Source: an optimization exercise on an open RTL-to-GDS flow (aim: small area, a short achievable clock period and few clock cycles per item). Production flows keep margins and buffers that such runs may drop.
RTL that was checked went through simulation tests only; none was proved equivalent to the original.
The RTL of runs 1 to 3 was laid out without a check of its function.
Power and IR drop assume default switching activity.

$ cat design/flow/flow/run.sh
#!/bin/bash
# Standard layout with: buf_4 port buffers, no dummy clock loads, clock sink clusters of up to 28 sinks within 60 um,
# and timing repair aiming for 6.9 ns of setup slack.
set -euo pipefail
export BUFFER_PORTS_ARGS="-buffer_cell sky130_fd_sc_hd__buf_4"
export CTS_ARGS="-sink_clustering_enable -repair_clock_nets -dont_use_dummy_load -sink_clustering_size 28 -sink_clustering_max_diameter 60"
export SETUP_SLACK_MARGIN=6.9
bash standard.sh > standard.log 2>&1
$ cat design/flow/standard.sh
#!/bin/bash
# synth_recipe.tcl (not shown) runs the flow's synth.tcl, then flattens the netlist and writes it again
# the make line also repeats each setting of config.mk as NAME=value (left out here)
make -C /OpenROAD-flow-scripts/flow DESIGN_CONFIG=/design/flow/config.mk WORK_HOME=/design/flow/orfs CLKGATE_MAP_FILE= SYNTH_SCRIPT=/design/flow/synth_recipe.tcl "${@:-finish}"
$ cat design/flow/config.mk
export PLATFORM = sky130hd
export DESIGN_NAME = olivia_fec_decoder
export DESIGN_NICKNAME = olivia_fec_decoder
export VERILOG_FILES = /design/flow/design.v
export SDC_FILE = /design/flow/constraint.sdc
export NUM_CORES = 8
export LEC_CHECK = 0
export CAP_MARGIN = 40
export CORE_MARGIN = 2
export CORE_UTILIZATION = 35
export PLACE_DENSITY = 0.55
export SLEW_MARGIN = 20
$ cat design/flow/constraint.sdc
create_clock -name core_clock -period 10.0 [get_ports {clk}]
set_input_delay 2.0000 -clock core_clock [delete_from_list [all_inputs] [get_ports {clk}]]
set_output_delay 2.0000 -clock core_clock [all_outputs]
set_load 0.01 [all_outputs]
$ cat design/flow/design.v
module olivia_fec_decoder (
    input  wire        clk,
    input  wire        rst,
    input  wire        in_valid,
    output wire        in_ready,
    input  wire [3:0]  in_bps,
    input  wire [47:0] in_soft,
    output wire        out_valid,
    input  wire        out_ready,
    output wire [6:0]  out_char,
    output wire [2:0]  out_index,
    output wire [11:0] out_peak,
    output wire        out_last
);
    localparam [63:0] SCRAMBLING_CODE = 64'hE257E6D0291574EC;
    localparam integer NCRED = 4;    
    function [63:0] scr_tab;
        input integer s;
        integer i, m;
        begin
            for (i = 0; i < 8; i = i + 1)
                for (m = 0; m < 8; m = m + 1)
                    scr_tab[8*i + m] = SCRAMBLING_CODE[(8*s + m + 13*i) % 64];
        end
    endfunction
    genvar s, p, q, x, j;
    reg        rdy;           
    reg [5:0]  ld_t;          
    reg [7:0]  ld_s;          
    reg [7:0]  ld_pm;         
    reg [7:0]  ld_pg;         
    reg [7:0]  ld_mh;         
    reg [2:0]  ld_bm1;        
    reg [7:0]  we;            
    reg [23:0] xsel;          
    reg        dc_busy;       
    reg [2:0]  dc_bm1;        
    reg [7:0]  dc_bh;         
    reg [7:0]  dc_ih;         
    reg [7:0]  dc_mh;         
    reg [7:0]  dc_gh;         
    reg        win;           
    reg        dc_last;       
    reg [NCRED-1:0] cred;     
    reg [7:0]  neg;           
    wire fire = in_valid & rdy;
    reg  [2:0] in_bm1;
    always @(*) begin
        case (in_bps)
            4'd0, 4'd1: in_bm1 = 3'd0;
            4'd2:       in_bm1 = 3'd1;
            4'd3:       in_bm1 = 3'd2;
            4'd4:       in_bm1 = 3'd3;
            4'd5:       in_bm1 = 3'd4;
            4'd6:       in_bm1 = 3'd5;
            4'd7:       in_bm1 = 3'd6;
            default:    in_bm1 = 3'd7;
        endcase
    end
    wire [2:0] dc_m = {dc_mh[4] | dc_mh[5] | dc_mh[6] | dc_mh[7],
                       dc_mh[2] | dc_mh[3] | dc_mh[6] | dc_mh[7],
                       dc_mh[1] | dc_mh[3] | dc_mh[5] | dc_mh[7]};
    wire [7:0] phi  = {dc_mh[1:0], dc_mh[7:2]};
    wire       win_end = win & dc_mh[7];
    wire       out_fire;
    wire       cred_ok = cred[0];
    wire       t0      = (ld_t == 6'd0);
    wire       t63     = (ld_t == 6'd63);
    wire       done    = fire & t63;     
    wire       at_last = |(dc_ih & dc_bh);
    wire       busy_0  = dc_busy & ~(win_end & at_last);
    wire [7:0] ih_0    = win_end ? {dc_ih[6:0], dc_ih[7]} : dc_ih;
    wire [7:0] mh_0    = {dc_mh[6:0], dc_mh[7]};
    wire [7:0] gh_0    = dc_mh[7] ? {dc_gh[6:0], dc_gh[7]} : dc_gh;
    wire       al      = |({dc_gh[6:0], dc_gh[7]} & dc_ih);
    wire       go_0    = busy_0 & dc_mh[7] & cred_ok & (win | al);
    wire       last_0  = (go_0 & |(ih_0 & dc_bh)) | (dc_last & busy_0);
    wire       free_0  = ~busy_0 | last_0;
    wire       go_1    = cred_ok & ld_pg[7];
    wire       last_1  = go_1 & (ld_bm1 == 3'd0);
    wire       go_nx   = done ? go_1 : go_0;
    wire [7:0] neg_0;
    wire [7:0] neg_1;
    generate
        for (s = 0; s < 8; s = s + 1) begin : g_neg
            localparam [63:0] TAB = scr_tab(s);
            wire [63:0] hit;
            for (q = 0; q < 64; q = q + 1) begin : g_h
                assign hit[q] = TAB[q] & ih_0[q / 8] & mh_0[q % 8];
            end
            assign neg_0[s] = |hit;
            assign neg_1[s] = TAB[0];
        end
    endgenerate
    wire [23:0] xs_init;      
    wire [23:0] xs_one;       
    wire [23:0] xs_step;      
    generate
        for (p = 0; p < 8; p = p + 1) begin : g_xs
            localparam [2:0] CW = 3'd0 - p[2:0];
            wire [2:0] src = (ld_t[2:0] == 3'd7) ? xsel[3*((p + 7) % 8) +: 3] : xsel[3*p +: 3];
            assign xs_init[3*p +: 3] = CW;
            assign xs_one[3*p +: 3]  = (in_bm1 == CW) ? 3'd0 : CW + 3'd1;
            assign xs_step[3*p +: 3] = (src == ld_bm1) ? 3'd0 : src + 3'd1;
        end
    endgenerate
    wire [7:0] pm_n   = {ld_pm[6:0], ld_pm[7]};
    wire       rdy_0  = t0 ? free_0 : |(pm_n & ld_mh);
    wire       miss   = rdy & ~in_valid & ~t0;
    wire       rdy_1  = t63 ? last_1 : 1'b1;
    wire [7:0] s_1    = (ld_t[2:0] == 3'd7) ? {ld_s[6:0], ld_s[7]} : ld_s;
    wire [7:0] we_0   = rdy_0 ? ld_s : 8'd0;
    wire [7:0] we_1   = t63 ? (last_1 ? 8'd1 : 8'd0) : s_1;
    always @(posedge clk) begin
        if (rst) begin
            rdy     <= 1'b0;
            ld_t    <= 6'd0;
            ld_s    <= 8'd1;
            ld_pm   <= 8'd1;
            ld_pg   <= 8'd1;
            ld_mh   <= 8'd1;
            ld_bm1  <= 3'd0;
            we      <= 8'd0;
            xsel    <= xs_init;
            dc_busy <= 1'b0;
            dc_bm1  <= 3'd0;
            dc_bh   <= 8'd1;
            dc_ih   <= 8'd1;
            dc_mh   <= 8'd1;
            dc_gh   <= 8'd1;
            win     <= 1'b0;
            dc_last <= 1'b0;
            cred    <= {NCRED{1'b1}};
        end else begin
            rdy     <= fire ? rdy_1 : rdy_0;
            ld_t    <= fire ? ld_t + 6'd1 : ld_t;
            ld_s    <= fire ? s_1 : ld_s;
            ld_pm   <= (fire & t0) ? 8'd2 : pm_n;
            ld_pg   <= (fire & t0) ? 8'd1 : (ld_pm[7] ? {ld_pg[6:0], ld_pg[7]} : ld_pg);
            ld_mh   <= fire ? {ld_mh[6:0], ld_mh[7]} : ld_mh;
            ld_bm1  <= (fire & t0) ? in_bm1 : ld_bm1;
            we      <= fire ? we_1 : we_0;
            xsel    <= fire ? (t63 ? xs_init : t0 ? xs_one : xs_step) :
                       miss ? {xsel[20:0], xsel[23:21]} : xsel;
            dc_busy <= done | busy_0;
            dc_bm1  <= done ? ld_bm1 : dc_bm1;
            dc_bh   <= done ? (8'd1 << ld_bm1) : dc_bh;
            dc_ih   <= done ? 8'd1 : ih_0;
            dc_mh   <= done ? 8'd1 : mh_0;
            dc_gh   <= done ? {ld_pg[6:0], ld_pg[7]} : gh_0;
            win     <= go_nx | (win & ~win_end);
            dc_last <= done ? last_1 : last_0;
            if (go_nx & ~out_fire)
                cred <= {1'b0, cred[NCRED-1:1]};
            else if (out_fire & ~go_nx)
                cred <= {cred[NCRED-2:0], 1'b1};
        end
        neg <= done ? neg_1 : neg_0;
    end
    assign in_ready = rdy;
    wire [47:0] xb;           
    generate
        for (p = 0; p < 8; p = p + 1) begin : g_xb
            assign xb[6*p +: 6] = in_soft[6*xsel[3*p +: 3] +: 6];
        end
    endgenerate
    wire [47:0] taps;
    generate
        for (s = 0; s < 8; s = s + 1) begin : g_ring
            reg  [383:0] r;
            wire [383:0] sh = {r[377:0], r[383:378]};
            wire [383:0] nx;
            for (p = 0; p < 8; p = p + 1) begin : g_port
                assign nx[48*p +: 6]      = we[s] ? xb[6*p +: 6] : sh[48*p +: 6];
                assign nx[48*p + 6 +: 42] = sh[48*p + 6 +: 42];
            end
            always @(posedge clk) r <= nx;
            assign taps[6*s +: 6] = r[383:378];
        end
    endgenerate
    reg [7:0] A [0:7];
    generate
        for (q = 0; q < 8; q = q + 2) begin : g_a
            wire [7:0] ua = {{2{taps[6*q + 5]}}, taps[6*q +: 6]};
            wire [7:0] ub = {{2{taps[6*q + 11]}}, taps[6*q + 6 +: 6]};
            wire [7:0] xa = ua ^ {8{neg[q]}};
            wire [7:0] vb = (ub ^ {8{neg[q + 1]}}) + {7'd0, neg[q + 1]};
            wire [7:0] sm, df;
            ks_add #(.W(8)) u_s (.a(vb), .b(xa),  .cin(neg[q]),  .s(sm));
            ks_add #(.W(8)) u_d (.a(vb), .b(~xa), .cin(~neg[q]), .s(df));
            always @(posedge clk) begin
                A[q]     <= sm;
                A[q + 1] <= df;
            end
        end
    endgenerate
    wire [8:0] w2 [0:7];
    wire [9:0] w3 [0:7];
    generate
        for (q = 0; q < 8; q = q + 1) begin : g_b
            if ((q & 2) == 0) begin : g_lo2
                ks_add #(.W(9)) u (.a({A[q + 2][7], A[q + 2]}), .b({A[q][7], A[q]}),
                                   .cin(1'b0), .s(w2[q]));
            end else begin : g_hi2
                ks_add #(.W(9)) u (.a({A[q][7], A[q]}), .b(~{A[q - 2][7], A[q - 2]}),
                                   .cin(1'b1), .s(w2[q]));
            end
            if ((q & 4) == 0) begin : g_lo4
                ks_add #(.W(10)) u (.a({w2[q + 4][8], w2[q + 4]}), .b({w2[q][8], w2[q]}),
                                    .cin(1'b0), .s(w3[q]));
            end else begin : g_hi4
                ks_add #(.W(10)) u (.a({w2[q][8], w2[q]}), .b(~{w2[q - 4][8], w2[q - 4]}),
                                    .cin(1'b1), .s(w3[q]));
            end
        end
    endgenerate
    reg [9:0] B [0:7];
    generate
        for (q = 0; q < 8; q = q + 1) begin : g_breg
            always @(posedge clk) B[q] <= w3[q];
        end
    endgenerate
    wire [9:0] sk [0:7];
    generate
        for (j = 0; j < 8; j = j + 1) begin : g_skew
            if (j == 0) begin : g_z
                assign sk[j] = B[j];
            end else begin : g_d
                reg [10*j-1:0] d;
                if (j == 1) begin : g_1
                    always @(posedge clk) d <= B[j];
                end else begin : g_n
                    always @(posedge clk) d <= {d[10*j-11:0], B[j]};
                end
                assign sk[j] = d[10*j-1 -: 10];
            end
        end
    endgenerate
    wire [9:0] dk [0:7];
    generate
        for (x = 0; x < 8; x = x + 1) begin : g_rot
            wire [79:0] terms;
            for (j = 0; j < 8; j = j + 1) begin : g_t
                assign terms[10*j +: 10] = sk[j] & {10{phi[(j + x) % 8]}};
            end
            wire [9:0] sel = terms[9:0]   | terms[19:10] | terms[29:20] | terms[39:30] |
                             terms[49:40] | terms[59:50] | terms[69:60] | terms[79:70];
            wire [9:0] rv = sel;
            if (x == 7) begin : g_z
                assign dk[x] = rv;
            end else begin : g_d
                localparam integer N = 7 - x;
                reg [10*N-1:0] d;
                if (N == 1) begin : g_1
                    always @(posedge clk) d <= rv;
                end else begin : g_n
                    always @(posedge clk) d <= {d[10*N-11:0], rv};
                end
                assign dk[x] = d[10*N-1 -: 10];
            end
        end
    endgenerate
    reg [10:0] C1 [0:7];
    generate
        for (q = 0; q < 8; q = q + 1) begin : g_c1
            wire [10:0] u1;
            if ((q & 1) == 0) begin : g_lo
                ks_add #(.W(11)) u (.a({dk[q + 1][9], dk[q + 1]}), .b({dk[q][9], dk[q]}),
                                    .cin(1'b0), .s(u1));
            end else begin : g_hi
                ks_add #(.W(11)) u (.a({dk[q][9], dk[q]}), .b(~{dk[q - 1][9], dk[q - 1]}),
                                    .cin(1'b1), .s(u1));
            end
            always @(posedge clk) C1[q] <= u1;
        end
    endgenerate
    reg [11:0] C [0:7];
    generate
        for (q = 0; q < 8; q = q + 1) begin : g_c2
            wire [11:0] u2;
            if ((q & 2) == 0) begin : g_lo2
                ks_add #(.W(12)) u (.a({C1[q + 2][10], C1[q + 2]}), .b({C1[q][10], C1[q]}),
                                    .cin(1'b0), .s(u2));
            end else begin : g_hi2
                ks_add #(.W(12)) u (.a({C1[q][10], C1[q]}), .b(~{C1[q - 2][10], C1[q - 2]}),
                                    .cin(1'b1), .s(u2));
            end
            always @(posedge clk) C[q] <= u2;
        end
    endgenerate
    reg [11:0] mg [0:7];
    reg        sg [0:7];
    generate
        for (q = 0; q < 8; q = q + 1) begin : g_m
            wire [12:0] f3;
            if ((q & 4) == 0) begin : g_lo4
                ks_add #(.W(13)) u (.a({C[q + 4][11], C[q + 4]}), .b({C[q][11], C[q]}),
                                    .cin(1'b0), .s(f3));
            end else begin : g_hi4
                ks_add #(.W(13)) u (.a({C[q][11], C[q]}), .b(~{C[q - 4][11], C[q - 4]}),
                                    .cin(1'b1), .s(f3));
            end
            always @(posedge clk) begin
                mg[q] <= f3[11:0] ^ {12{f3[12]}};
                sg[q] <= f3[12];
            end
        end
    endgenerate
    wire [11:0] mag [0:7];
    generate
        for (q = 0; q < 8; q = q + 1) begin : g_mag
            assign mag[q] = mg[q] + {11'd0, sg[q]};
        end
    endgenerate
    reg [11:0] l1m [0:3];
    reg [1:0]  l1i [0:3];     
    generate
        for (q = 0; q < 4; q = q + 1) begin : g_l1
            wire r = mag[2*q + 1] > mag[2*q];
            always @(posedge clk) begin
                l1m[q] <= r ? mag[2*q + 1] : mag[2*q];
                l1i[q] <= r ? {1'b1, sg[2*q + 1]} : {1'b0, sg[2*q]};
            end
        end
    endgenerate
    wire [11:0] l2m [0:1];
    wire [2:0]  l2i [0:1];
    generate
        for (q = 0; q < 2; q = q + 1) begin : g_l2
            wire r = l1m[2*q + 1] > l1m[2*q];
            assign l2m[q] = r ? l1m[2*q + 1] : l1m[2*q];
            assign l2i[q] = r ? {1'b1, l1i[2*q + 1]} : {1'b0, l1i[2*q]};
        end
    endgenerate
    wire        l3r = l2m[1] > l2m[0];
    wire [11:0] l3m = l3r ? l2m[1] : l2m[0];
    wire [3:0]  l3i = l3r ? {1'b1, l2i[1]} : {1'b0, l2i[0]};
    reg [11:0] pk_m;
    reg [3:0]  pk_i;          
    always @(posedge clk) begin
        pk_m <= l3m;
        pk_i <= l3i;
    end
    wire [2:0] ypk = dc_m + 3'd2;
    reg [11:0] rm_m;
    reg [6:0]  rm_i;          
    wire take = dc_mh[6] | (pk_m > rm_m);       
    always @(posedge clk) begin
        if (take) begin
            rm_m <= pk_m;
            rm_i <= {ypk, pk_i};
        end
    end
    reg [1:0] wq;
    always @(posedge clk) begin
        if (rst)
            wq <= 2'd0;
        else if (dc_mh[7])
            wq <= {wq[0], win_end};
    end
    wire res_v = dc_mh[6] & wq[1];
    reg  [2:0]  rc_i;
    wire        rc_last = (rc_i == dc_bm1);
    wire [22:0] res = {rc_last, rc_i, rm_i[0], rm_i[6:1], rm_m};    
    always @(posedge clk) begin
        if (rst)
            rc_i <= 3'd0;
        else if (res_v)
            rc_i <= rc_last ? 3'd0 : rc_i + 3'd1;
    end
    reg [22:0] qd [0:NCRED-1];
    reg [2:0]  qn;            
    reg        ov;
    reg [22:0] od;
    assign out_fire = ov & out_ready;
    wire [2:0]  qn_n = qn - {2'd0, out_fire} + {2'd0, res_v};
    wire [22:0] hd_n = out_fire ? ((qn >= 3'd2) ? qd[1] : res) :
                                  ((qn != 3'd0) ? qd[0] : res);
    integer k;
    always @(posedge clk) begin
        if (rst) begin
            qn <= 3'd0;
            ov <= 1'b0;
        end else begin
            qn <= qn_n;
            ov <= (qn_n != 3'd0);
        end
        od <= hd_n;
        if (out_fire) begin
            for (k = 0; k < NCRED - 1; k = k + 1)
                qd[k] <= qd[k + 1];
            if (res_v)
                qd[qn - 3'd1] <= res;
        end else if (res_v) begin
            qd[qn[1:0]] <= res;
        end
    end
    assign out_valid = ov;
    assign out_peak  = od[11:0];
    assign out_char  = od[18:12];
    assign out_index = od[21:19];
    assign out_last  = od[22];
endmodule
module ks_add #(
    parameter integer W = 8
) (
    input  wire [W-1:0] a,
    input  wire [W-1:0] b,
    input  wire         cin,
    output wire [W-1:0] s
);
    function integer levels;
        input integer n;
        integer v;
        begin
            levels = 0;
            for (v = 1; v < n; v = v * 2)
                levels = levels + 1;
        end
    endfunction
    localparam integer L = levels(W);
    wire [W-1:0] p0 = a ^ b;
    wire [W-1:0] g  [0:L];
    wire [W-1:0] pp [0:L];
    assign g[0]  = (a & b) | {{(W-1){1'b0}}, p0[0] & cin};
    assign pp[0] = p0;
    genvar k, i;
    generate
        for (k = 0; k < L; k = k + 1) begin : g_lvl
            for (i = 0; i < W; i = i + 1) begin : g_bit
                if (i >= (1 << k)) begin : g_op
                    assign g[k + 1][i]  = g[k][i] | (pp[k][i] & g[k][i - (1 << k)]);
                    assign pp[k + 1][i] = pp[k][i] & pp[k][i - (1 << k)];
                end else begin : g_pass
                    assign g[k + 1][i]  = g[k][i];
                    assign pp[k + 1][i] = pp[k][i];
                end
            end
        end
    endgenerate
    wire [W-1:0] c = {g[L][W-2:0], cin};
    assign s = p0 ^ c;
endmodule
==> flow_summary.toml, run 1 <==
[worst_setup_path]
cp_cell_sequence = "inv_1, ha_1, a21oi_2, o21ai_1, a221oi_4, buf_6, a21oi_4, buf_6, a21oi_4, inv_1, ha_1, nand4_1, nor2_1, nand2_1, a21oi_2, a2111oi_2, nor2_2, buf_6, mux2_4"
path_buf_inv = 5
path_class = "register to register"
cp.required_ps = 10730
max_stage_delay_ps = 360
cp_slowest_cell = "a2111oi_2"
cpMostUsedCell = "buf_6"
cp_max_fo = 5
crit_path_end_kind = "register"
cpLargestDelayFamily = "compound AO/OA/AOI/OAI gates"
startpoint_type = "register"
arrival_ps = 4340

[power]
internal-power_mw = 35.0
powerDensity_mw_per_mm2 = 368
power.switching_mw = 19.2
sw_frac_of_total_pct = 35.4
pwr-share-clk_pct = 18.8
power.leakage_nw = 59.7
combinationalPowerShare_pct = 39.4
ir_worst_vdd_mv = 0.308
p_seq_share_pct = 41.8

[route]
wire_per_inst_um = 18.4
drc_errors = 0
drtIter0Drc = 4289
vias_per_cell = 4.61
firstDrtPassIters = 7
vias = 71199
drt_wl_total_mm = 284
final_antenna_net_count = 0

[cts]
cts_tree = "yes"
clock_path_buffers = 4
htreeDepth = 5
root_buffer = "clkbuf_16"
worstSkewPairLatency_ps = 900
cts_buffers = 275
cts.reportedPaths.clkPinSlew_ps = 100
cts_sinks = 4383

[sta]
hold_violations = 0
fmax_mhz = 277
fin_crit_ps = 3610
setup_tns_ps = 0
timing.slew.headroom_pct = 40.8
fin_worst_skew_ps = 102
rsz0062_at_grt = "true"
slew_viol_final = 0
setup_slack_ps = 6390
setup_viol = 0
tightest_slew_ps = 878
period_share_pct = 36.1

[cells_and_area]
fill_cells = 34350
syn_to_final_growth_pct = 13.4
multi_input_area_mm2 = 0.0398
fin_cells = 15459
seqCellArea_mm2 = 0.0890
layout.nets = 11185
drive_gt1_share_pct = 12.2

[yosys]
yosysTopAreaCellShare_pct = 65.9
ys_seq_area_share_pct = 68.5
ys_warn_count = 23
synth_nets = 11035
synth_top_cell_by_area = "dfxtp_1"
synth_cell_types = 83
syn_area_mm2 = 0.130
synth_cells = 10352
async_flop_share_pct = 0
synth_area_leaders = "dfxtp_1, ha_1, a21oi_1, xnor2_1, edfxtp_1"
syn_avg_cell_area_um2 = 12.5
synth_edf_count = 111
ys_ff_latch = 4383
ys.flop_type = "dfxtp_1"

[placement]
port_buffers = 80
pre_cts_slack_ps = 5390
gp_congestion = 0.848
hpwl_mm = 197
place_inst = 15056

[floorplan]
core_area_mm2 = 0.369
io_pins = 81
die-area_mm2 = 0.376
fp.dieH_um = 613
rows = 223
die_w_um = 613
initial_utilization_pct = 35.2

[hold_path]
hp-class = "register to register"

[global_routing]
grtUsageTotal_pct = 14.8
antenna_found_initial = 14
grt_pass1_vias = 71422
overflow = 0
grt_max_degree = 65
grt_pass1_wl_mm = 431

[status]
status = "timing/DRC/antenna clean"

[job]
cap_violations = 0
## synth_stat cells (23+ instances only)
cell type,count
buf_2,37
ha_1,578
a211oi_1,40
nand3_1,56
nand2b_1,78
o22ai_1,39
and2_1,23
inv_1,562
mux4_2,96
a31oi_1,42
fa_1,49
xnor2_1,382
clkbuf_1,317
nand4_1,122
edfxtp_1,111
o21a_1,39
a21o_1,65
a21oi_1,717
nor3_1,94
o21ai_0,163
nor2b_1,63
mux2_2,106
or3_1,30
and3_1,34
nor2_1,844
a221oi_1,23
a22oi_1,336
nand2_1,182
o21bai_1,72
buf_1,88
o31ai_1,30
mux2i_1,164
dfxtp_1,4272
xor2_1,225
## worst reg2reg max path: stages, from the launching register on
cell,delay (ps)
dfxtp_1,300
inv_1,50
ha_1,320
a21oi_2,180
o21ai_1,110
a221oi_4,350
buf_6,160
a21oi_4,70
buf_6,150
a21oi_4,160
inv_1,60
ha_1,310
nand4_1,150
nor2_1,60
nand2_1,110
a21oi_2,50
a2111oi_2,360
nor2_2,110
buf_6,150
mux2_4,290
## logic make-up (layout without fill, tap and decap cells)
family	Yosys count	after routing	synth area share, %
multiplexers	368	368	3.87
flip-flops	4383	4383	68.5
XOR/XNOR	607	607	4.10
buffers and inverters	1017	1163	3.00
other	0	9	0
AO/OA/AOI/OAI	1735	1737	8.50
adder cells (fa/ha/maj)	627	627	6.33
AND/OR/NAND/NOR	1615	1615	5.73
## registers in the layout, summed over array words and instances (netlist names), 12 cells and up
name	flops
g_ring.r	3072
g_rot.g_d.d	280
g_skew.g_d.d	274
mg	96
qd	92
C	90
C1	84
B	76
A	64
l1m	48
xsel	24
od	23
pk_m	12
rm_m	12
## cell usage in the layout, fill, tap and decap left out, types with 96 or more instances in the layout
| cell type | synthesis | final |
|---|---|---|
| mux2i_1 | 164 | 117 |
| nor2_1 | 844 | 818 |
| mux4_2 | 96 | 96 |
| dfxtp_1 | 4272 | 4184 |
| clkbuf_16 | 0 | 275 |
| nand2_1 | 182 | 173 |
| a21oi_1 | 717 | 681 |
| xor2_1 | 225 | 191 |
| nand4_1 | 122 | 122 |
| a22oi_1 | 336 | 335 |
| ha_1 | 578 | 522 |
| o21ai_0 | 163 | 144 |
| xnor2_1 | 382 | 354 |
| buf_4 | 4 | 227 |
| edfxtp_1 | 111 | 111 |
| inv_1 | 562 | 545 |
## power groups by stage
| stage | clock (mW) | sequential [mW] | combinational, mW |
|---|---|---|---|
| after floorplan | 0 | 21.9 | 13.6 |
| after global placement | 0 | 22.9 | 18.7 |
| after detailed placement | 0 | 23.0 | 19.0 |
| after CTS | 10.5 | 22.6 | 20.4 |
| after global routing | 11.2 | 23.0 | 23.4 |
| final | 10.2 | 22.6 | 21.4 |
## cell type report
| cell class | count | share of cell area [%] |
|---|---|---|
| antenna | 9 | 0.0153 |
| clock buffer | 275 | 4.68 |
| inverter | 564 | 1.46 |
| multi-input combinational | 4954 | 27.1 |
| sequential | 4383 | 60.5 |
| tap | 4950 | 4.21 |
| timing repair buffer | 324 | 2.10 |
## stage by stage
| stage | hold slack (ps) | util [%] | instance area [µm²] | power [mW] |
|---|---|---|---|---|
| 2_1_floorplan | 310 | - | 131000 | 35.5 |
| 3_3_place_gp | 309 | 36.9 | 136000 | 41.7 |
| 3_5_place_dp | 312 | 37.1 | 137000 | 41.9 |
| 4_1_cts | 238 | 39.4 | 145000 | 53.6 |
| 5_1_grt | 232 | 39.9 | 147000 | 57.6 |
| 6_report | 237 | 39.9 | 147000 | 54.2 |
## repair_timing
item | 4_1_cts | 5_1_grt
hold endpoints to repair | 0 | 0
hold buffers | 0 | 0
buffers inserted | 71 | 39
endpoints found under the setup margin | 193 | 179
resized for setup | 272 | 292
cloned | 4 | 2
pin swaps | 48 | 100
## final timing paths
check                  startpoint              end  slack [ps]  cells after the start
hold / removal    g_ring[6].r[34]  g_ring[6].r[40]         240                      0
setup reg to reg        l1m[2][5]          pk_i[2]        6390                     19
hold reg to reg   g_ring[6].r[34]  g_ring[6].r[40]         240                      0
setup / recovery        l1m[2][5]          pk_i[2]        6390                     19
## per-layer routing
layer / global-route usage, % / part of all wire, % / vias to the layer above
met2: 25.1 / 47 / 1494
met1: 19.5 / 46 / 34442
met3: 1.78 / 3.6 / 523
met4: 4.67 / 3.3 / 4
li1: - / - / 34736
met5: 0 / 0.0095 / -
==> run 2, diff against run 1 <==
--- a/design/flow/design.v
+++ b/design/flow/design.v
@@ -44,4 +44,5 @@
     reg [NCRED-1:0] cred;     
     reg [7:0]  neg;           
+    reg [7:0]  neg4;          
     wire fire = in_valid & rdy;
     reg  [2:0] in_bm1;
@@ -61,5 +62,5 @@
                        dc_mh[2] | dc_mh[3] | dc_mh[6] | dc_mh[7],
                        dc_mh[1] | dc_mh[3] | dc_mh[5] | dc_mh[7]};
-    wire [7:0] phi  = {dc_mh[1:0], dc_mh[7:2]};
+    wire [7:0] phi  = {dc_mh[5:0], dc_mh[7:6]};
     wire       win_end = win & dc_mh[7];
     wire       out_fire;
@@ -80,4 +81,11 @@
     wire       last_1  = go_1 & (ld_bm1 == 3'd0);
     wire       go_nx   = done ? go_1 : go_0;
+    wire       rephase = ~dc_busy & ld_pg[7] & ld_pm[3] & ~t0;
+    wire [7:0] mh_nx   = done ? 8'd1 : rephase ? 8'd16 : mh_0;
+    wire [7:0] ih_4    = (busy_0 & ~win_end) ? (win ? {dc_ih[6:0], dc_ih[7]} : dc_ih) :
+                         (busy_0 & win_end) ? ih_0 : 8'd1;
+    wire       hi_nx   = |mh_nx[7:4];
+    wire [7:0] i4_nx   = hi_nx ? ih_4 : (done ? 8'd1 : ih_0);
+    wire [7:0] m4_nx   = {mh_nx[3:0], mh_nx[7:4]};
     wire [7:0] neg_0;
     wire [7:0] neg_1;
@@ -91,4 +99,9 @@
             assign neg_0[s] = |hit;
             assign neg_1[s] = TAB[0];
+            wire [63:0] hit4;
+            for (q = 0; q < 64; q = q + 1) begin : g_h4
+                assign hit4[q] = TAB[q] & i4_nx[q / 8] & m4_nx[q % 8];
+            end
+            always @(posedge clk) neg4[s] <= |hit4;
         end
     endgenerate
@@ -147,5 +160,5 @@
             dc_bh   <= done ? (8'd1 << ld_bm1) : dc_bh;
             dc_ih   <= done ? 8'd1 : ih_0;
-            dc_mh   <= done ? 8'd1 : mh_0;
+            dc_mh   <= mh_nx;
             dc_gh   <= done ? {ld_pg[6:0], ld_pg[7]} : gh_0;
             win     <= go_nx | (win & ~win_end);
@@ -166,4 +179,5 @@
     endgenerate
     wire [47:0] taps;
+    wire [47:0] taps4;        
     generate
         for (s = 0; s < 8; s = s + 1) begin : g_ring
@@ -176,20 +190,25 @@
             end
             always @(posedge clk) r <= nx;
-            assign taps[6*s +: 6] = r[383:378];
+            assign taps[6*s +: 6]  = r[383:378];
+            assign taps4[6*s +: 6] = r[359:354];
         end
     endgenerate
     reg [7:0] A [0:7];
     generate
-        for (q = 0; q < 8; q = q + 2) begin : g_a
+        for (q = 0; q < 4; q = q + 1) begin : g_a
+            wire [7:0] pa = {{2{taps4[6*q + 5]}}, taps4[6*q +: 6]};
+            wire [7:0] pb = {{2{taps4[6*q + 29]}}, taps4[6*q + 24 +: 6]};
+            wire [7:0] xp = pa ^ {8{neg4[q]}};
+            wire [7:0] vp = (pb ^ {8{neg4[q + 4]}}) + {7'd0, neg4[q + 4]};
             wire [7:0] ua = {{2{taps[6*q + 5]}}, taps[6*q +: 6]};
-            wire [7:0] ub = {{2{taps[6*q + 11]}}, taps[6*q + 6 +: 6]};
+            wire [7:0] ub = {{2{taps[6*q + 29]}}, taps[6*q + 24 +: 6]};
             wire [7:0] xa = ua ^ {8{neg[q]}};
-            wire [7:0] vb = (ub ^ {8{neg[q + 1]}}) + {7'd0, neg[q + 1]};
+            wire [7:0] vb = (ub ^ {8{neg[q + 4]}}) + {7'd0, neg[q + 4]};
             wire [7:0] sm, df;
-            ks_add #(.W(8)) u_s (.a(vb), .b(xa),  .cin(neg[q]),  .s(sm));
+            ks_add #(.W(8)) u_s (.a(vp), .b(xp),  .cin(neg4[q]), .s(sm));
             ks_add #(.W(8)) u_d (.a(vb), .b(~xa), .cin(~neg[q]), .s(df));
             always @(posedge clk) begin
                 A[q]     <= sm;
-                A[q + 1] <= df;
+                A[q + 4] <= df;
             end
         end
@@ -199,16 +218,16 @@
     generate
         for (q = 0; q < 8; q = q + 1) begin : g_b
-            if ((q & 2) == 0) begin : g_lo2
-                ks_add #(.W(9)) u (.a({A[q + 2][7], A[q + 2]}), .b({A[q][7], A[q]}),
+            if ((q & 1) == 0) begin : g_lo1
+                ks_add #(.W(9)) u (.a({A[q + 1][7], A[q + 1]}), .b({A[q][7], A[q]}),
                                    .cin(1'b0), .s(w2[q]));
-            end else begin : g_hi2
-                ks_add #(.W(9)) u (.a({A[q][7], A[q]}), .b(~{A[q - 2][7], A[q - 2]}),
+            end else begin : g_hi1
+                ks_add #(.W(9)) u (.a({A[q][7], A[q]}), .b(~{A[q - 1][7], A[q - 1]}),
                                    .cin(1'b1), .s(w2[q]));
             end
-            if ((q & 4) == 0) begin : g_lo4
-                ks_add #(.W(10)) u (.a({w2[q + 4][8], w2[q + 4]}), .b({w2[q][8], w2[q]}),
+            if ((q & 2) == 0) begin : g_lo2
+                ks_add #(.W(10)) u (.a({w2[q + 2][8], w2[q + 2]}), .b({w2[q][8], w2[q]}),
                                     .cin(1'b0), .s(w3[q]));
-            end else begin : g_hi4
-                ks_add #(.W(10)) u (.a({w2[q][8], w2[q]}), .b(~{w2[q - 4][8], w2[q - 4]}),
+            end else begin : g_hi2
+                ks_add #(.W(10)) u (.a({w2[q][8], w2[q]}), .b(~{w2[q - 2][8], w2[q - 2]}),
                                     .cin(1'b1), .s(w3[q]));
             end
@@ -224,14 +243,15 @@
     generate
         for (j = 0; j < 8; j = j + 1) begin : g_skew
-            if (j == 0) begin : g_z
+            localparam integer K = j % 4;
+            if (K == 0) begin : g_z
                 assign sk[j] = B[j];
             end else begin : g_d
-                reg [10*j-1:0] d;
-                if (j == 1) begin : g_1
+                reg [10*K-1:0] d;
+                if (K == 1) begin : g_1
                     always @(posedge clk) d <= B[j];
                 end else begin : g_n
-                    always @(posedge clk) d <= {d[10*j-11:0], B[j]};
+                    always @(posedge clk) d <= {d[10*K-11:0], B[j]};
                 end
-                assign sk[j] = d[10*j-1 -: 10];
+                assign sk[j] = d[10*K-1 -: 10];
             end
         end
@@ -324,11 +344,13 @@
         end
     endgenerate
-    wire [11:0] l2m [0:1];
-    wire [2:0]  l2i [0:1];
+    reg [11:0] l2m [0:1];
+    reg [2:0]  l2i [0:1];
     generate
         for (q = 0; q < 2; q = q + 1) begin : g_l2
             wire r = l1m[2*q + 1] > l1m[2*q];
-            assign l2m[q] = r ? l1m[2*q + 1] : l1m[2*q];
-            assign l2i[q] = r ? {1'b1, l1i[2*q + 1]} : {1'b0, l1i[2*q]};
+            always @(posedge clk) begin
+                l2m[q] <= r ? l1m[2*q + 1] : l1m[2*q];
+                l2i[q] <= r ? {1'b1, l1i[2*q + 1]} : {1'b0, l1i[2*q]};
+            end
         end
     endgenerate
@@ -342,8 +364,8 @@
         pk_i <= l3i;
     end
-    wire [2:0] ypk = dc_m + 3'd2;
+    wire [2:0] ypk = dc_m + 3'd5;
     reg [11:0] rm_m;
     reg [6:0]  rm_i;          
-    wire take = dc_mh[6] | (pk_m > rm_m);       
+    wire take = dc_mh[3] | (pk_m > rm_m);       
     always @(posedge clk) begin
         if (take) begin
@@ -359,5 +381,5 @@
             wq <= {wq[0], win_end};
     end
-    wire res_v = dc_mh[6] & wq[1];
+    wire res_v = dc_mh[3] & wq[1];
     reg  [2:0]  rc_i;
     wire        rc_last = (rc_i == dc_bm1);
==> flow_summary.toml, run 2 <==
[status]
status = "timing/DRC/antenna clean"

[sta]
hold_violations = 0
fmax_mhz = 290
holdWs_ps = 205
tightest_slew_ps = 1030
fin_crit_ps = 3450
period_share_pct = 34.5
slew_viol_final = 0
setup_viol = 0
rsz0062_at_grt = "true"
setup_tns_ps = 0
timing.slew.headroom_pct = 31.1
fin_worst_skew_ps = 166

[power]
pwr-share-clk_pct = 17.8
p_seq_share_pct = 41.8
power.leakage_nw = 59.2
ir_worst_vdd_mv = 0.404
sw_frac_of_total_pct = 35.9
power.switching_mw = 18.8
internal-power_mw = 33.5
combinationalPowerShare_pct = 40.4
powerDensity_mw_per_mm2 = 359

[worst_setup_path]
cp_max_fo = 6
r2r-end = "neg4[2]"
crit_end = "neg4[2]"
max_stage_delay_ps = 540
cp_cell_sequence = "buf_12, nand2_8, or3_4, and3_4, nor2_4, o211ai_1, or4_4, or4_1"
cp-startpoint = "in_valid"
crit_path_end_kind = "register"
arrival_ps = 4150
cp_slowest_cell = "or4_4"
path_buf_inv = 1
cp.required_ps = 10700
crit-reg2reg-launch = "dc_ih[0]"
ff2ff_setup_slack_ps = 6790
rr_worst_depth = 7
startpoint_type = "input pin"
path_class = "input pin to register"
cpLargestDelayFamily = "simple AND/OR/NAND/NOR gates"
cp.depth = 8

[yosys]
synth_area_leaders = "dfxtp_1, ha_1, a21oi_1, xnor2_1, edfxtp_1"
syn_avg_cell_area_um2 = 12.3
synth_cell_types = 86
ys_ff_latch = 4265
synth_nets = 11217
synth_edf_count = 111
yosys.cell_count.top_type = "dfxtp_1"
synth_cells = 10525
ys_warn_count = 27
synth_common_cells = "dfxtp_1, a21oi_1, nor2_1"
async_flop_share_pct = 0
yosysTopAreaCellShare_pct = 64.4
ys_seq_area_share_pct = 66.9
synth_top_cell_by_area = "dfxtp_1"
syn_area_mm2 = 0.129
ys.flop_type = "dfxtp_1"

[cells_and_area]
top_register = "g_ring.r"
layout.nets = 11362
final_cell_area_mm2 = 0.146
fin_cells = 15514
largest_reg_flops = 3072
drive_gt1_share_pct = 11.6
largest_registers = "g_ring.r (3072), g_rot.g_d.d (280), g_skew.g_d.d (118)"
syn_to_final_growth_pct = 12.6
fin_util_pct = 39.5
final_common_cell = "dfxtp_1"
final_cell_mix = "dfxtp_1, nor2_1, a21oi_1"

[cts]
cts_buffers = 243
worstSkewPairLatency_ps = 1010
cts_tree = "yes"
cts_sinks = 4265
htreeDepth = 4
cts_hold_buf = 0
clock_path_buffers = 4
root_buffer = "clkbuf_16"
cts.reportedPaths.clkPinSlew_ps = 100

[global_routing]
antenna_found_initial = 8
grtUsageMet1_pct = 19.8
grt_pass1_vias = 72698
use_met3_pct = 1.76
overflow = 0
grtUsageTotal_pct = 15.1
gr-usage-met2_pct = 25.7
busiest_layer = "met2"
grt_pass1_wl_mm = 439
grt_max_degree = 73

[route]
vias_per_cell = 4.69
drt_wl_total_mm = 293
drc_errors = 0
final_antenna_net_count = 0
wire_per_inst_um = 18.9
vias = 72713
drtIter0Drc = 5020
firstDrtPassIters = 7

[placement]
dpl-instance-area_mm2 = 0.136
place_inst = 15115
gp_congestion = 0.844
port_buffers = 80
hpwl_mm = 200

[floorplan]
initial_utilization_pct = 35.1
core_area_mm2 = 0.368
rows = 223
die_w_um = 612
fp.dieH_um = 612
io_pins = 81
die-area_mm2 = 0.374

[job]
cap_violations = 0

[hold_path]
hp-class = "register to register"
## run 2: cell count changes in the layout (fill, tap and decap cells not counted), sizes merged, moves of 52 or more
cell,change
mux2i,-62
xnor2,+54
nand2,+100
nor2,-83
dfxtp,-118
o21ai,+80
a21oi,+52
## run 2: final cells by class
class,instances,area [µm²]
antenna,9,22.5
clock buffer,243,6080
fill,34481,223000
inverter,556,2120
multi-input combinational,5233,41000
sequential,4265,86600
tap,4837,6050
timing repair buffer,371,3680
## run 2: worst register-to-register path: stages, from the launching register on
cell and delay (ps):
dfxtp_1 440, a222oi_1 460, nand2_1 280, o41ai_2 490, o21a_4 240, a21oi_1 60, or4_4 560, or4_1 540
## run 2: power groups by stage
stage / combinational (mW) / clock, mW / sequential [mW]
2_1_floorplan: 14.4 / 0 / 21.2
3_3_place_gp: 19.3 / 0 / 22.2
3_5_place_dp: 19.7 / 0 / 22.2
4_1_cts: 20.4 / 9.65 / 21.9
5_1_grt: 23.3 / 10.2 / 22.2
6_report: 21.1 / 9.32 / 21.9
## run 2: what timing repair did
| item | 4_1_cts | 5_1_grt |
|---|---|---|
| buffers inserted | 71 | 54 |
| pin swaps | 32 | 72 |
| gates cloned | 9 | 8 |
| endpoints found under the setup margin | 185 | 195 |
| gates resized for setup | 221 | 233 |
## run 2: logic make-up after synthesis
family | Yosys count | share of synthesized area [%]
AND/OR/NAND/NOR | 1660 | 5.94
adder cells (fa/ha/maj) | 636 | 6.44
flip-flops | 4265 | 66.9
buffers and inverters | 1028 | 3.04
multiplexers | 344 | 3.74
XOR/XNOR | 654 | 4.43
AO/OA/AOI/OAI | 1938 | 9.47
## run 2: worst min-delay path by stage
stage | from | end | slack [ps] | cells past startpoint
2_1_floorplan | g_ring[0].r[96] | g_ring[0].r[102] | 310 | 0
3_3_place_gp | g_ring[5].r[180] | g_ring[5].r[186] | 310 | 0
3_5_place_dp | g_ring[0].r[102] | g_ring[0].r[108] | 310 | 0
4_1_cts | g_ring[0].r[253] | g_ring[0].r[259] | 200 | 0
5_1_grt | g_ring[0].r[253] | g_ring[0].r[259] | 200 | 0
6_report | g_ring[0].r[253] | g_ring[0].r[259] | 210 | 0
## run 2: metal layers
metal	vias to the layer above	routed length, µm
li1	35542	-
met4	0	10600
met1	34948	133000
met2	1656	139000
met5	-	0
met3	567	10800
## run 2: per-stage QoR
step / power, mW / worst slack [ps]
floorplan: 35.6 / 5900
global placement: 41.5 / 4700
detailed placement: 41.9 / 4870
CTS: 51.9 / 6430
global route: 55.7 / 6520
finish: 52.3 / 6550
==> run 3, diff against run 2 <==
==> design/flow/flow/run.sh (replaced) <==
#!/bin/bash
# Standard layout with: buf_4 port buffers, no dummy clock loads, clock sink clusters of up to 28 sinks within 60 um,
# and timing repair aiming for 6.8 ns of setup slack.
set -euo pipefail
export BUFFER_PORTS_ARGS="-buffer_cell sky130_fd_sc_hd__buf_4"
export CTS_ARGS="-sink_clustering_enable -repair_clock_nets -dont_use_dummy_load -sink_clustering_size 28 -sink_clustering_max_diameter 60"
export SETUP_SLACK_MARGIN=6.8
bash standard.sh > standard.log 2>&1
==> flow_summary.toml, run 3 <==
[route]
drc_errors = 0
vias_per_cell = 4.68
drt_wl_total_mm = 291
final_antenna_net_count = 0
drtIter0Drc = 4775
firstDrtPassIters = 10
vias = 72393
wire_per_inst_um = 18.8

[floorplan]
die-area_mm2 = 0.374
initial_utilization_pct = 35.1
fp.dieH_um = 612
core_area_mm2 = 0.368
io_pins = 81
rows = 223
die_w_um = 612

[cells_and_area]
fin_cells = 15466
fill_cells = 34646
fin_util_pct = 39.2
largest_registers = "g_ring.r (3072), g_rot.g_d.d (280), g_skew.g_d.d (118)"
top_register = "g_ring.r"
largest_reg_flops = 3072
final_common_cell = "dfxtp_1"
final_cell_area_mm2 = 0.144
final_cell_mix = "dfxtp_1, nor2_1, a21oi_1"
syn_to_final_growth_pct = 11.7
drive_gt1_share_pct = 10.4
layout.nets = 11315

[yosys]
synth_top_cell_by_area = "dfxtp_1"
synth_common_cells = "dfxtp_1, a21oi_1, nor2_1"
synth_edf_count = 111
ys_seq_area_share_pct = 66.9
synth_area_leaders = "dfxtp_1, ha_1, a21oi_1, xnor2_1, edfxtp_1"
ys.flop_type = "dfxtp_1"
syn_area_mm2 = 0.129
synth_nets = 11217
yosys.cell_count.top_type = "dfxtp_1"
async_flop_share_pct = 0
synth_cell_types = 86
syn_avg_cell_area_um2 = 12.3
ys_ff_latch = 4265
synth_cells = 10525
yosysTopAreaCellShare_pct = 64.4
ys_warn_count = 27

[power]
power.switching_mw = 18.6
sw_frac_of_total_pct = 36.0
power_mw = 51.7
pwr-share-clk_pct = 17.9
powerDensity_mw_per_mm2 = 358
combinationalPowerShare_pct = 39.8
p_seq_share_pct = 42.3
power.leakage_nw = 58.7
internal-power_mw = 33.1
ir_worst_vdd_mv = 0.315

[global_routing]
antenna_found_initial = 9
grt_max_degree = 61
grt_pass1_wl_mm = 437
grtUsageTotal_pct = 15.0
grt_pass1_vias = 72672
overflow = 0

[sta]
holdWs_ps = 257
slew_viol_final = 0
hold_violations = 0
period_share_pct = 34.6
tightest_slew_ps = 889
timing.slew.headroom_pct = 40.6
setup_viol = 0
fin_crit_ps = 3460
setup_slack_ps = 6540
setup_tns_ps = 0
rsz0062_at_grt = "true"
fin_worst_skew_ps = 146
fmax_mhz = 289

[cts]
cts.reportedPaths.clkPinSlew_ps = 100
cts_buffers = 241
worstSkewPairLatency_ps = 980
root_buffer = "clkbuf_16"
htreeDepth = 4
clock_path_buffers = 4
cts_sinks = 4265
cts_tree = "yes"

[worst_setup_path]
path_class = "input pin to register"
arrival_ps = 4140
cp.required_ps = 10680
cp_max_fo = 10
crit_path_end_kind = "register"
startpoint_type = "input pin"

[placement]
port_buffers = 80
place_inst = 15117
gp_congestion = 0.847
dpl-instance-area_mm2 = 0.136
hpwl_mm = 203
pre_cts_slack_ps = 4920

[status]
status = "timing/DRC/antenna clean"

[job]
cap_violations = 0

[hold_path]
hp-class = "register to register"
[run 3: cell count changes in the layout (fill, tap and decap cells not counted), moves of 11 or more]
cell,previous run,this run
ha_1,565,576
xnor2_1,408,423
buf_4,237,226
xnor2_2,26,13
buf_6,65,50
[run 3: critical path, cell delays in order]
cell and delay [ps]:
buf_12 120, nand2_8 70, nor3_2 40, buf_4 150, buf_4 150, a21oi_4 370
a21oi_1 130, or4_4 560, or4_1 540
[run 3: cell families after synthesis]
group / after synthesis / synth area share (%)
flops: 4265 / 66.9
compound gates: 1938 / 9.47
simple gates: 1660 / 5.94
buf+inv: 1028 / 3.04
xor+xnor: 654 / 4.43
fa+ha+maj: 636 / 6.44
mux: 344 / 3.74
[run 3: routing by layer]
layer | vias to the layer above | wire length (µm) | global-route usage (%)
li1 | 35447 | - | -
met1 | 34828 | 132000 | 19.6
met2 | 1547 | 137000 | 25.5
met3 | 567 | 10300 | 1.79
met4 | 4 | 11000 | 5.23
met5 | - | 26 | 0
[run 3: worst paths after layout]
path                         start                to  slack, ps  cells past startpoint
hold reg to reg   g_ring[7].r[261]  g_ring[7].r[267]        260                      0
setup / recovery          in_valid           neg4[2]       6540                      9
hold / removal    g_ring[7].r[261]  g_ring[7].r[267]        260                      0
setup reg to reg           ld_t[0]           neg4[2]       6780                     10
[run 3: layout make-up]
| type | count | area, µm² | area share [%] |
|---|---|---|---|
| Sequential cell | 4265 | 86600 | 60.0 |
| Multi-Input combinational cell | 5234 | 40400 | 28.0 |
| Tap cell | 4837 | 6050 | 4.19 |
| Clock buffer | 241 | 6030 | 4.18 |
| Timing Repair Buffer | 325 | 3130 | 2.17 |
| Inverter | 556 | 2110 | 1.46 |
| Antenna cell | 8 | 20.0 | 0.0139 |
[run 3: timing repair]
item	4_1_cts	5_1_grt
gates resized for setup	157	172
pin swaps	17	57
gates cloned	6	6
buffers inserted	27	56
endpoints found under the hold margin	0	0
setup endpoints to repair	148	180
hold buffers	0	0
[run 3: power by group through the flow]
stage	clock network, mW	registers (mW)	logic [mW]
global placement	0	22.2	19.4
finish	9.28	21.9	20.6
floorplan	0	21.2	14.4
global route	10.2	22.1	22.8
detailed placement	0	22.2	19.8
CTS	9.62	21.9	20.2
==> run 4, diff against run 3 <==
--- a/design/flow/design.v
+++ b/design/flow/design.v
@@ -83,11 +83,12 @@
     wire       rephase = ~dc_busy & ld_pg[7] & ld_pm[3] & ~t0;
     wire [7:0] mh_nx   = done ? 8'd1 : rephase ? 8'd16 : mh_0;
+    wire [7:0] mh_n    = rephase ? 8'd16 : mh_0;
+    wire [7:0] ih_n    = dc_busy ? ih_0 : 8'd1;
     wire [7:0] ih_4    = (busy_0 & ~win_end) ? (win ? {dc_ih[6:0], dc_ih[7]} : dc_ih) :
                          (busy_0 & win_end) ? ih_0 : 8'd1;
-    wire       hi_nx   = |mh_nx[7:4];
-    wire [7:0] i4_nx   = hi_nx ? ih_4 : (done ? 8'd1 : ih_0);
-    wire [7:0] m4_nx   = {mh_nx[3:0], mh_nx[7:4]};
+    wire       hi_nx   = |mh_n[7:4];
+    wire [7:0] i4_nx   = hi_nx ? ih_4 : ih_n;
+    wire [7:0] m4_nx   = {mh_n[3:0], mh_n[7:4]};
     wire [7:0] neg_0;
-    wire [7:0] neg_1;
     generate
         for (s = 0; s < 8; s = s + 1) begin : g_neg
@@ -95,8 +96,7 @@
             wire [63:0] hit;
             for (q = 0; q < 64; q = q + 1) begin : g_h
-                assign hit[q] = TAB[q] & ih_0[q / 8] & mh_0[q % 8];
+                assign hit[q] = TAB[q] & ih_n[q / 8] & mh_n[q % 8];
             end
             assign neg_0[s] = |hit;
-            assign neg_1[s] = TAB[0];
             wire [63:0] hit4;
             for (q = 0; q < 64; q = q + 1) begin : g_h4
@@ -169,5 +169,5 @@
                 cred <= {cred[NCRED-2:0], 1'b1};
         end
-        neg <= done ? neg_1 : neg_0;
+        neg <= neg_0;
     end
     assign in_ready = rdy;
==> design/flow/flow/run.sh (replaced) <==
#!/bin/bash
# Standard layout with: buf_4 port buffers, no dummy clock loads, clock sink clusters of up to 28 sinks within 60 um,
# and timing repair aiming for 6.9 ns of setup slack.
set -euo pipefail
export BUFFER_PORTS_ARGS="-buffer_cell sky130_fd_sc_hd__buf_4"
export CTS_ARGS="-sink_clustering_enable -repair_clock_nets -dont_use_dummy_load -sink_clustering_size 28 -sink_clustering_max_diameter 60"
export SETUP_SLACK_MARGIN=6.9
bash standard.sh > standard.log 2>&1
--- a/design/flow/config.mk
+++ b/design/flow/config.mk
@@ -8,5 +8,5 @@
 export CAP_MARGIN = 40
 export CORE_MARGIN = 2
-export CORE_UTILIZATION = 35
-export PLACE_DENSITY = 0.55
+export CORE_UTILIZATION = 45
+export PLACE_DENSITY = 0.65
 export SLEW_MARGIN = 20
==> flow_summary.toml, run 4 <==
[worst_setup_path]
r2r-end = "mg[4][9]"
cp.required_ps = 8000
cp_max_fo = 2
rr_worst_depth = 15
cp_cell_sequence = "buf_6"
startpoint_type = "register"
cp_slowest_cell = "dfxtp_4"
crit_end = "in_ready"
cp-startpoint = "rdy"
crit-reg2reg-launch = "C[4][0]"
ff2ff_setup_slack_ps = 6890
cp.depth = 1
crit_path_end_kind = "primary output"
arrival_ps = 1360
cpLargestDelayFamily = "flip-flops"
max_stage_delay_ps = 370
path_buf_inv = 1
path_class = "register to primary output"

[placement]
hpwl_mm = 192
pre_cts_slack_ps = 5980
gp_congestion = 0.859
port_buffers = 80

[sta]
setup_tns_ps = 0
tightest_slew_ps = 925
slew_viol_final = 0
hold_violations = 0
rsz0062_at_grt = "true"
fin_crit_ps = 3360
fmax_mhz = 297
setup_viol = 0
holdWs_ps = 243
timing.slew.headroom_pct = 38.3
period_share_pct = 33.6
setup_slack_ps = 6640
fin_worst_skew_ps = 125

[cts]
clock_path_buffers = 4
worstSkewPairLatency_ps = 920
root_buffer = "clkbuf_16"
cts_tree = "yes"
cts_buffers = 216
cts.reportedPaths.clkPinSlew_ps = 100
cts_sinks = 4265
htreeDepth = 4

[yosys]
synth_cells = 10436
yosys.area_share.simple_pct = 5.80
synth_cell_types = 87
synth_edf_count = 111
synth.area.mux_share_pct = 3.87
syn_area_mm2 = 0.129
yosysTopAreaCellShare_pct = 64.5
ys.flop_type = "dfxtp_1"
async_flop_share_pct = 0
synth_top_cell_by_area = "dfxtp_1"
ys_warn_count = 27
synth_top_family_by_area = "compound AO/OA/AOI/OAI gates"
synth_area_leaders = "dfxtp_1, ha_1, a21oi_1, xnor2_1, edfxtp_1"
synth_adder_area_share_pct = 6.46
synth_common_cells = "dfxtp_1, nor2_1, a21oi_1"
synth_xor_area_share_pct = 4.42
synth_compound_area_share_pct = 9.28
ys_ff_latch = 4265
yosys.cell_count.top_type = "dfxtp_1"
syn_avg_cell_area_um2 = 12.3
synth_nets = 11128
ys_seq_area_share_pct = 67.1

[cells_and_area]
final_common_cell = "dfxtp_1"
fin_util_pct = 49.6
drive_gt1_share_pct = 10.3
layout.nets = 11146
final_cell_mix = "dfxtp_1, nor2_1, a21oi_1"
syn_to_final_growth_pct = 9.71
top_register = "g_ring.r"
largest_registers = "g_ring.r (3072), g_rot.g_d.d (280), g_skew.g_d.d (118)"
largest_reg_flops = 3072

[floorplan]
rows = 196
core_area_mm2 = 0.285
io_pins = 81
fp.dieH_um = 539
die-area_mm2 = 0.291
initial_utilization_pct = 45.2
die_w_um = 539

[power]
pwr-share-clk_pct = 17.3
p_seq_share_pct = 43.2
powerDensity_mw_per_mm2 = 358
power.leakage_nw = 57.9
ir_worst_vdd_mv = 0.313
power_mw = 50.6
combinationalPowerShare_pct = 39.6
power.switching_mw = 18.0
internal-power_mw = 32.6
sw_frac_of_total_pct = 35.6

[global_routing]
grt_pass1_vias = 71122
grt_pass1_wl_mm = 414
antenna_found_initial = 11
overflow = 0
grt_max_degree = 59
grtUsageTotal_pct = 18.1

[job]
cap_violations = 0

[hold_path]
hp-class = "register to register"
whs_path_depth = 0
hold_start = "g_ring[1].r[169]"

[route]
drc_errors = 0
wire_per_inst_um = 19.2
drtIter0Drc = 5360
vias_per_cell = 5.07
firstDrtPassIters = 8
vias = 72166
final_antenna_net_count = 0
drt_wl_total_mm = 273

[status]
status = "timing/DRC/antenna clean"
## run 4: cell count changes in the layout (fill, tap and decap cells not counted), sizes merged, moves of 10 or more
cell | before | now
o21ai | 245 | 222
nand2 | 282 | 268
o22ai | 39 | 52
a31oi | 35 | 24
nor2 | 761 | 776
xor2 | 218 | 232
xnor2 | 436 | 419
and2 | 12 | 25
buf | 320 | 253
clkbuf | 243 | 223
nor3 | 126 | 107
a21oi | 771 | 761
## run 4: layout make-up
cell class              instances  area [µm²]
inverters                     550        2090
clock buffers                 216        5410
repair buffers                262        2550
diodes                          6        15.0
well taps                    3762        4710
flip-flops and latches       4265       86600
multi-input cells            5159       40000
fillers                     24584      144000
## run 4: cell families after synthesis
group	after synthesis
buffers and inverters	1012
and+or+nand+nor	1630
xor gates and xnor gates	651
DFF	4265
AOI/OAI and AO/OA	1883
adders and majority gates	636
muxes	359
## run 4: metal layers
metal,wire length [µm],GRT usage [%]
met5,27,0
met4,10800,6.32
met3,12000,2.47
met2,126000,30.1
met1,124000,24.3
## run 4: worst min-delay path by stage
stage,slack [ps],end
finish,240,g_ring[1].r[175]
global route,240,g_ring[1].r[175]
CTS,250,g_ring[1].r[175]
detailed placement,310,g_ring[2].r[20]
global placement,310,g_ring[3].r[367]
floorplan,310,g_ring[0].r[102]
## run 4: power by group through the flow
stage / Sequential, mW / Clock [mW] / Combinational, mW
after floorplan: 21.1 / 0 / 13.6
after global placement: 22.1 / 0 / 17.8
after detailed placement: 22.2 / 0 / 18.2
after CTS: 21.8 / 8.97 / 18.9
after global routing: 22.1 / 9.56 / 21.9
final: 21.8 / 8.73 / 20.0
## run 4: through the flow
step | area (µm²) | std cells
finish | 141000 | 14220
global placement | 133000 | 13880
global route | 141000 | 14217
floorplan | 129000 | 10436
detailed placement | 134000 | 13922
CTS | 140000 | 14175
## run 4: timing repair
action                     4_1_cts  5_1_grt
hold buffers                     0        0
gates cloned                     6        2
pin swaps                       14       71
setup endpoints to repair      173      200
resized for setup              145      235
setup buffers                   31       30
Testbench counts of run 4, summed over its fixed seeds: cycles 35,440, chars 1,720.
==> run 5, diff against run 4 <==
--- a/design/flow/config.mk
+++ b/design/flow/config.mk
@@ -8,5 +8,5 @@
 export CAP_MARGIN = 40
 export CORE_MARGIN = 2
-export CORE_UTILIZATION = 45
-export PLACE_DENSITY = 0.65
+export CORE_UTILIZATION = 55
+export PLACE_DENSITY = 0.75
 export SLEW_MARGIN = 20
==> flow_summary.toml, run 5 <==
[status]
status = "timing/DRC/antenna clean"

[worst_setup_path]
cpLargestDelayFamily = "flip-flops"
cp.depth = 1
cp_slowest_cell = "dfxtp_4"
max_stage_delay_ps = 370
path_buf_inv = 1
crit_path_end_kind = "primary output"
rr_worst_depth = 7
cp_cell_sequence = "buf_6"
cp.required_ps = 8000
arrival_ps = 1370
cp_max_fo = 1
path_class = "register to primary output"
startpoint_type = "register"

[route]
wl_met2_mm = 131
drt-met1-wl_mm = 124
vias = 73217
final_antenna_net_count = 0
wl_met3_mm = 14.4
firstDrtPassIters = 8
wire_per_inst_um = 20.5
top_layer_used = "met4"
vias_per_cell = 5.39
drc_errors = 0
drt_wl_total_mm = 279
drtIter0Drc = 5942

[yosys]
yosys.cell_count.top_type = "dfxtp_1"
yosysTopAreaCellShare_pct = 64.5
synth_area_leaders = "dfxtp_1, ha_1, a21oi_1, xnor2_1, edfxtp_1"
synth_nets = 11128
syn_area_mm2 = 0.129
synth_cells = 10436
ys_warn_count = 27
ys_ff_latch = 4265
async_flop_share_pct = 0
ys.flop_type = "dfxtp_1"
synth_cell_types = 87
synth_edf_count = 111
ys_seq_area_share_pct = 67.1
synth_top_cell_by_area = "dfxtp_1"
synth_common_cells = "dfxtp_1, nor2_1, a21oi_1"
syn_avg_cell_area_um2 = 12.3

[cts]
htreeDepth = 4
cts_tree = "yes"
cts_sinks = 4265
root_buffer = "clkbuf_16"
worstSkewPairLatency_ps = 890
cts_buffers = 205
clock_path_buffers = 3
cts.reportedPaths.clkPinSlew_ps = 100

[job]
cap_violations = 0

[power]
ir_worst_vdd_mv = 0.373
powerDensity_mw_per_mm2 = 355
power.leakage_nw = 57.7
power_mw = 49.8

[cells_and_area]
top_register = "g_ring.r"
syn_to_final_growth_pct = 8.87
final_common_cell = "dfxtp_1"
largest_reg_flops = 3072
drive_gt1_share_pct = 9.97
final_cell_mix = "dfxtp_1, nor2_1, a21oi_1"
largest_registers = "g_ring.r (3072), g_rot.g_d.d (280), g_skew.g_d.d (118)"
layout.nets = 11147
fin_util_pct = 60.3
fill_cells = 17577

[floorplan]
die-area_mm2 = 0.238
fp.dieH_um = 488
io_pins = 81
core_area_mm2 = 0.233
rows = 177
die_w_um = 488
initial_utilization_pct = 55.4

[global_routing]
grtUsageTotal_pct = 22.6
antenna_found_initial = 5
overflow = 0
grt_max_degree = 87
grt_pass1_wl_mm = 418
grt_pass1_vias = 71754

[sta]
fin_crit_ps = 3370
period_share_pct = 33.7
fin_worst_skew_ps = 133
timing.slew.headroom_pct = 40.4
setup_tns_ps = 0
rsz0062_at_grt = "true"
tightest_slew_ps = 868
hold_violations = 0
slew_viol_final = 0
setup_viol = 0
fmax_mhz = 297

[hold_path]
whs_path_depth = 0
hp-class = "register to register"

[placement]
hpwl_mm = 190
port_buffers = 80
gp_congestion = 0.912
[run 5: cell count changes in the layout (fill, tap and decap cells not counted), sizes merged]
| cell | delta |
|---|---|
| clkbuf | -3 |
| buf | +3 |
| diode | -3 |
| clkinvlp | -1 |
| bufbuf | +1 |
| inv | +1 |
[run 5: cells by family (layout without fill, tap and decap cells)]
group	after synthesis	after routing	share of synthesized area (%)
mux	359	359	3.87
simple gates	1630	1630	5.80
flops	4265	4265	67.1
buf+inv	1012	1029	3.05
fa+ha+maj	636	636	6.46
xor+xnor	651	651	4.42
compound gates	1883	1883	9.28
other cells	0	3	0
[run 5: power by group]
group	total [mW]	switching, mW	internal [mW]
Sequential	21.9	1.83	20.0
Combinational	19.5	11.1	8.38
Clock	8.48	4.85	3.64
[run 5: layout make-up]
cell class,instances,area [µm²],share of cell area (%)
Tap cell,3132,3920,2.79
Inverter,550,2090,1.49
Sequential cell,4265,86600,61.7
Timing Repair Buffer,274,2890,2.06
Multi-Input combinational cell,5159,39600,28.2
Clock buffer,205,5130,3.66
Antenna cell,3,7.51,0.00535
[run 5: through the flow]
stage | setup WS, ps | cell area [µm²] | hold slack [ps] | cells
floorplan | 6620 | 129000 | 310 | 10436
global placement | 5890 | 132000 | 309 | 13252
detailed placement | 6130 | 133000 | 312 | 13299
CTS | 6560 | 139000 | 248 | 13517
global route | 6560 | 140000 | 258 | 13587
finish | 6630 | 140000 | 249 | 13588
[run 5: path summary, 6_finish.rpt]
kind	start	endpoint	slack, ps
worst min register to register	g_ring[4].r[369]	g_ring[4].r[375]	250
worst min-delay path	g_ring[4].r[369]	g_ring[4].r[375]	250
worst max-delay path	od[19]	out_index[0]	6630
worst max register to register	dc_busy	neg[7]	6960
[run 5: per-layer routing]
metal / track usage (%) / vias up
met5: 0 / -
met4: 7.17 / 0
met3: 3.27 / 606
met2: 37.6 / 2265
met1: 30.5 / 35441
li1: - / 34905
[run 5: worst reg2reg max path: stages (launching register included)]
cell and delay (ps):
dfxtp_2 430, and3b_1 340, a21bo_4 350, and2_1 380
a22oi_1 410, o21ai_0 180, nor4_1 420, nand3_1 290
[run 5: repair_timing]
action,4_1_cts,5_1_grt
setup buffers,11,39
endpoints found under the setup margin,146,186
gates resized for setup,107,222
gates cloned,2,16
hold buffers,0,0
pin swaps,2,34
==> run 6, diff against run 5 <==
--- a/design/flow/config.mk
+++ b/design/flow/config.mk
@@ -8,5 +8,5 @@
 export CAP_MARGIN = 40
 export CORE_MARGIN = 2
-export CORE_UTILIZATION = 55
-export PLACE_DENSITY = 0.75
+export CORE_UTILIZATION = 35
+export PLACE_DENSITY = 0.55
 export SLEW_MARGIN = 20
==> flow_summary.toml, run 6 <==
[status]
status = "timing/DRC/antenna clean"

[power]
power.leakage_nw = 58.6
powerDensity_mw_per_mm2 = 359
ir_worst_vdd_mv = 0.269

[route]
final_antenna_net_count = 0
firstDrtPassIters = 10
vias_per_cell = 4.70
vias = 72260
drtIter0Drc = 5882
wire_per_inst_um = 18.8
drt_wl_total_mm = 289
drc_errors = 0

[cts]
cts_hold_buf = 0
cts_buffers = 278
cts.reportedPaths.clkPinSlew_ps = 90
worstSkewPairLatency_ps = 890
root_buffer = "clkbuf_16"
cts_sinks = 4265
clock_path_buffers = 4
htreeDepth = 5
cts_tree = "yes"

[yosys]
synth_common_cells = "dfxtp_1, nor2_1, a21oi_1"
synth_edf_count = 111
synth_top_cell_by_area = "dfxtp_1"
synth_cell_types = 87
ys.flop_type = "dfxtp_1"
synth_cells = 10436
syn_avg_cell_area_um2 = 12.3
synth_nets = 11128
syn_area_mm2 = 0.129
yosysTopAreaCellShare_pct = 64.5
ys_seq_area_share_pct = 67.1
yosys.cell_count.top_type = "dfxtp_1"
async_flop_share_pct = 0
ys_ff_latch = 4265
ys_warn_count = 27
synth_area_leaders = "dfxtp_1, ha_1, a21oi_1, xnor2_1, edfxtp_1"

[cells_and_area]
largest_registers = "g_ring.r (3072), g_rot.g_d.d (280), g_skew.g_d.d (118)"
fin_util_pct = 39.4
top_register = "g_ring.r"
largest_reg_flops = 3072
final_cell_mix = "dfxtp_1, nor2_1, a21oi_1"
syn_to_final_growth_pct = 12.0
final_common_cell = "dfxtp_1"
layout.nets = 11228
drive_gt1_share_pct = 10.9

[worst_setup_path]
cp_slowest_cell = "dfxtp_4"
startpoint_type = "register"
arrival_ps = 1360
cp.required_ps = 8000
path_class = "register to primary output"
cp_cell_sequence = "buf_6"
crit_path_end_kind = "primary output"
cp_max_fo = 2
path_buf_inv = 1
cpLargestDelayFamily = "flip-flops"
max_stage_delay_ps = 370

[placement]
gp_congestion = 0.849
port_buffers = 80
hpwl_mm = 200

[sta]
fin_worst_skew_ps = 111
hold_violations = 0
holdWs_ps = 214
fmax_mhz = 298
fin_crit_ps = 3360
slew_viol_final = 0
period_share_pct = 33.6
timing.slew.headroom_pct = 41.6
setup_viol = 0
rsz0062_at_grt = "true"
setup_tns_ps = 0
tightest_slew_ps = 876

[global_routing]
antenna_found_initial = 15
grt_pass1_wl_mm = 433
grtUsageTotal_pct = 14.9
grt_max_degree = 70
overflow = 0
grt_pass1_vias = 71637

[floorplan]
rows = 222
fp.dieH_um = 611
initial_utilization_pct = 35.2
core_area_mm2 = 0.366
io_pins = 81
die-area_mm2 = 0.373
die_w_um = 611

[hold_path]
hp-class = "register to register"

[job]
cap_violations = 0
[run 6: layout make-up]
type	instances	area (µm²)
Sequential cell	4265	86600
Antenna cell	11	27.5
Tap cell	4816	6030
Multi-Input combinational cell	5159	39900
Inverter	550	2090
Clock buffer	278	6960
Timing Repair Buffer	282	2800
Fill cell	34336	222000
[run 6: final timing paths]
path	startpoint	endpoint	cells after the start	slack, ps
worst max-delay path	rdy	in_ready	1	6640
worst min-delay path	g_rot[1].g_d.d[4]	g_rot[1].g_d.d[14]	0	210
worst max register to register	C[0][0]	mg[6][1]	14	6960
worst min register to register	g_rot[1].g_d.d[4]	g_rot[1].g_d.d[14]	0	210
[run 6: power breakdown]
group	leakage [nW]	switching (mW)	internal (mW)
sequential	35.5	1.81	20.0
clock	3.43	5.19	4.92
combinational	19.7	11.3	8.51
[run 6: timing repair]
action | in CTS | in global routing
buffers inserted | 28 | 26
setup endpoints to repair | 170 | 200
hold endpoints to repair | 0 | 0
pin swaps | 15 | 53
cloned | 4 | 7
resized for setup | 143 | 227
[run 6: stage by stage]
stage                     instance area, µm²  power, mW  cells  setup slack (ps)
final                                 144000       51.8  15361              6640
after global routing                  144000       55.1  15351              6580
after CTS                             143000       51.5  15308              6550
after detailed placement              135000       40.8  14998              6100
after global placement                135000       40.3  14959              5800
after floorplan                       129000       34.8  10436              6620
[run 6: layer usage]
metal | global-route usage [%] | share of wire [%] | vias up
met3 | 1.99 | 4.5 | 583
met2 | 24.2 | 45 | 1874
met4 | 5.19 | 3.8 | 0
met5 | 0 | 0 | -
met1 | 20.4 | 47 | 34689
li1 | - | - | 35114
[run 6: cell families (layout without fill, tap and decap cells)]
logic type,after synthesis,in the layout,synth area share (%)
compound gates,1883,1883,9.28
xor+xnor,651,651,4.42
fa+ha+maj,636,636,6.46
buf+inv,1012,1110,3.05
flops,4265,4265,67.1
mux,359,359,3.87
other cells,0,11,0
simple gates,1630,1630,5.80

separate check: timing with driven ports:
The flow's constraints put no driver on any port. The routed layouts listed below were extracted and timed again, unchanged, in two steps. Step 1 assumes that a clkbuf_16 drives the clock port and a buf_2 every other input. Step 2 times the ports against the registers' clock, not the clock port: input delays grow and output delays shrink by t, the midpoint of the rising clock arrivals with the driver on. Slacks: ideal / step 1 / step 2; pairs: ideal / step 1.
run	t, ns	setup WS [ns]
run 1	0.961	6.389 / 6.389 / 5.961
run 2	0.999	6.548 / 6.478 / 5.560
run 3	0.988	6.542 / 6.499 / 5.523
run 4	0.963	6.636 / 6.538 / 6.048
run 5	0.932	6.634 / 6.543 / 6.096
run 6	0.943	6.639 / 6.545 / 5.995
After both steps setup and hold are still met in every run listed.
